This design comes from an exercise in tuning for small area on the open sky130 flow, not from production work. Only simulation tests tie the RTL to the original design; equivalence was not proved. Power and IR drop assume default switching activity.

== ember ==
Design bitlink, start of the top module:
module bitlink #(
    parameter CLK_PER_US = 16
) (
    input  wire        clk,
    input  wire        rst_n,
    input  wire        sel,
    input  wire        wr,
    input  wire [6:0]  addr,
    input  wire [2:0]  size,
    input  wire [31:0] wdata,
    output wire [31:0] rdata,
    output reg         ready,
    output reg         err,
    output wire        sclk_o,
    output wire        sdio_o,
    output wire        sdio_oe,
    input  wire        sdio_i,
    output wire        ncs_o,
    output wire        nrst_o
);
For scale: ~3900 cells after synthesis, about 820 flip-flops, roughly 44000 sq um of cells after synthesis.
Settings: LEC_CHECK=0, CAP_MARGIN=20, CORE_MARGIN=2, CORE_UTILIZATION=40, SLEW_MARGIN=20; clock period 12.0 ns.
standard.sh (not shown) runs the stock make flow with config.mk's settings and CLKGATE_MAP_FILE= SYNTH_SCRIPT=/design/flow/synth_recipe.tcl, a recipe that flattens the netlist after the stock synthesis.
==> flow/flow/run.sh <==
#!/bin/bash
# Layout flow: the standard layout (standard.sh, unchanged synthesis,
# floorplan, placement, routing), with the clock tree built from
# clkbuf_16 clusters of up to 20 registers and without dummy loads.
set -euo pipefail
cd "$(dirname "$0")/.."
export CTS_ARGS="-sink_clustering_enable -repair_clock_nets -dont_use_dummy_load -sink_clustering_size 20 -sink_clustering_max_diameter 100 -buf_list sky130_fd_sc_hd__clkbuf_16"
bash standard.sh > standard.log 2>&1
ember: PASS, flow complete, no timing, DRC or antenna violations
For zinc, these inputs were changed with respect to ember:
- swapping 20 for 0 in CAP_MARGIN
- swapping 20 for 0 in SLEW_MARGIN
==> flow/flow/run.sh <==
#!/bin/bash
# Layout flow: the standard layout (standard.sh: the standard synthesis,
# floorplan, placement, CTS, routing and finish, unchanged), except that the
# ports are buffered with buf_2 cells and the clock tree is built from
# clkbuf_8 clusters of up to 14 registers within 80 um and without dummy
# loads. standard.sh's full output goes to standard.log here; ORFS's own
# per-step logs are under orfs/logs/.
set -euo pipefail
cd "$(dirname "$0")/.."
export BUFFER_PORTS_ARGS="-buffer_cell sky130_fd_sc_hd__buf_2"
export CTS_ARGS="-sink_clustering_enable -repair_clock_nets -dont_use_dummy_load -sink_clustering_size 14 -sink_clustering_max_diameter 80 -buf_list sky130_fd_sc_hd__clkbuf_8"
bash standard.sh > standard.log 2>&1
[summary]
Per the final summary, zinc finished and its layout is clean on timing, DRC and antenna. From ember to zinc the numbers moved as follows: area of combinational cells with multiple inputs essentially unchanged; fmax increased 0.87%; weighted congestion at the end of routability-driven global placement decreased 2.1%.
--- input diff zinc..maple ---
- a change of CAP_MARGIN from 0 to 20
- a change of SLEW_MARGIN from 0 to 20
[summary]
maple finished all stages; the layout is clean. On net switching fraction of the power, zinc and maple are neck and neck. Global-route wire length before repair essentially unchanged between zinc and maple. On combinational power share, zinc tracks maple almost exactly.
Edits applied to the flow inputs when going from maple to raven:
- an added GPL_ROUTABILITY_DRIVEN of 0
Findings:
maple vs raven, timing endpoint of the critical path: xf_x[23] vs xf_y[24]. ~same via count of the first global-routing pass in maple and raven. In terms of utilization, maple and raven differ only marginally. Changes observed in raven relative to maple: highest attainable clock frequency neither gained nor lost much, number of cells in the finished layout apart from fillers neither gained nor lost much, number of core rows neither gained nor lost much. Compared maple against raven; sequential share of layout area within noise. Note that the wire length recorded for raven amounts to 0.943 times the value seen in maple.

---

Starting RTL as in the previous note.
==> flow/config.mk <==
export PLATFORM = sky130hd
export DESIGN_NAME = bitlink
export DESIGN_NICKNAME = bitlink
export VERILOG_FILES = /design/flow/design.v
export SDC_FILE = /design/flow/constraint.sdc
export NUM_CORES = 4
export LEC_CHECK = 0
export CAP_MARGIN = 20
export CORE_MARGIN = 2
export CORE_UTILIZATION = 55
export CTS_BUF_LIST = sky130_fd_sc_hd__clkbuf_8
export CTS_CLUSTER_DIAMETER = 80
export CTS_CLUSTER_SIZE = 14
export SLEW_MARGIN = 20
==> flow/constraint.sdc <==
create_clock -name core_clock -period 12.0 [get_ports {clk}]
set_input_delay 2.4000 -clock core_clock [delete_from_list [all_inputs] [get_ports {clk}]]
set_output_delay 2.4000 -clock core_clock [all_outputs]
set_load 0.01 [all_outputs]
run.sh (not shown) runs the stock make flow with config.mk's settings and CLKGATE_MAP_FILE= SYNTH_SCRIPT=/design/flow/synth_recipe.tcl, a recipe that flattens the netlist after the stock synthesis.
Stock flow here: none of the scripts above is used.
The baseline finished clean.
Next try:
--- a/flow/config.mk
+++ b/flow/config.mk
@@ -9,3 +9,3 @@
 export CORE_MARGIN = 2
-export CORE_UTILIZATION = 55
+export CORE_UTILIZATION = 40
 export CTS_BUF_LIST = sky130_fd_sc_hd__clkbuf_8
Result:
- The changed run completed without violations
- die area increases by well over a third
- core utilization decreases by 16 points
- global-route usage decreases by 15 points
- maximum frequency increases slightly

==> afterwards: timing with drivers on the ports <==
No port has a modelled driver above. Below, the same layouts with a new extraction and two added sets of constraints.
Step 1 sets driving cells, clkbuf_16 on the clock port and buf_2 on the other inputs (assumed; they add their load-dependent delay and slew).
Step 2 adds t to the input delays and takes it off the output delays; t is the mean of the earliest and latest rising clock arrival at the registers after step 1. Input paths then give back, and output paths get back, about the clock's delay inside the block.
Slacks: ideal / step 1 / step 2; pairs: ideal / step 1.
run | shift t [ns] | slack for setup (ns) | worst hold slack (ns) | cell pins on the clock port's net
ember | 0.723 | 0.867 / 0.867 / 0.720 | 0.340 / 0.340 / 0.340 | 1
zinc | 0.813 | 0.963 / 0.963 / 0.963 | 0.336 / 0.336 / 0.336 | 1
maple | 0.817 | 0.997 / 0.997 / 0.997 | 0.335 / 0.335 / 0.335 | 1
raven | 0.810 | 1.024 / 1.024 / 1.024 | 0.301 / 0.301 / 0.301 | 1
the first run of note 2 | 0.785 | 0.803 / 0.803 / 0.738 | 0.364 / 0.364 / 0.364 | 1
the second run of note 2 | 0.848 | 0.872 / 0.872 / 0.663 | 0.342 / 0.342 / 0.342 | 1
After both steps every run listed still meets setup and hold. The setup slack of the second run of note 2, which loses most, moves by 0.000 ns with the drivers and by -0.209 ns with both steps.
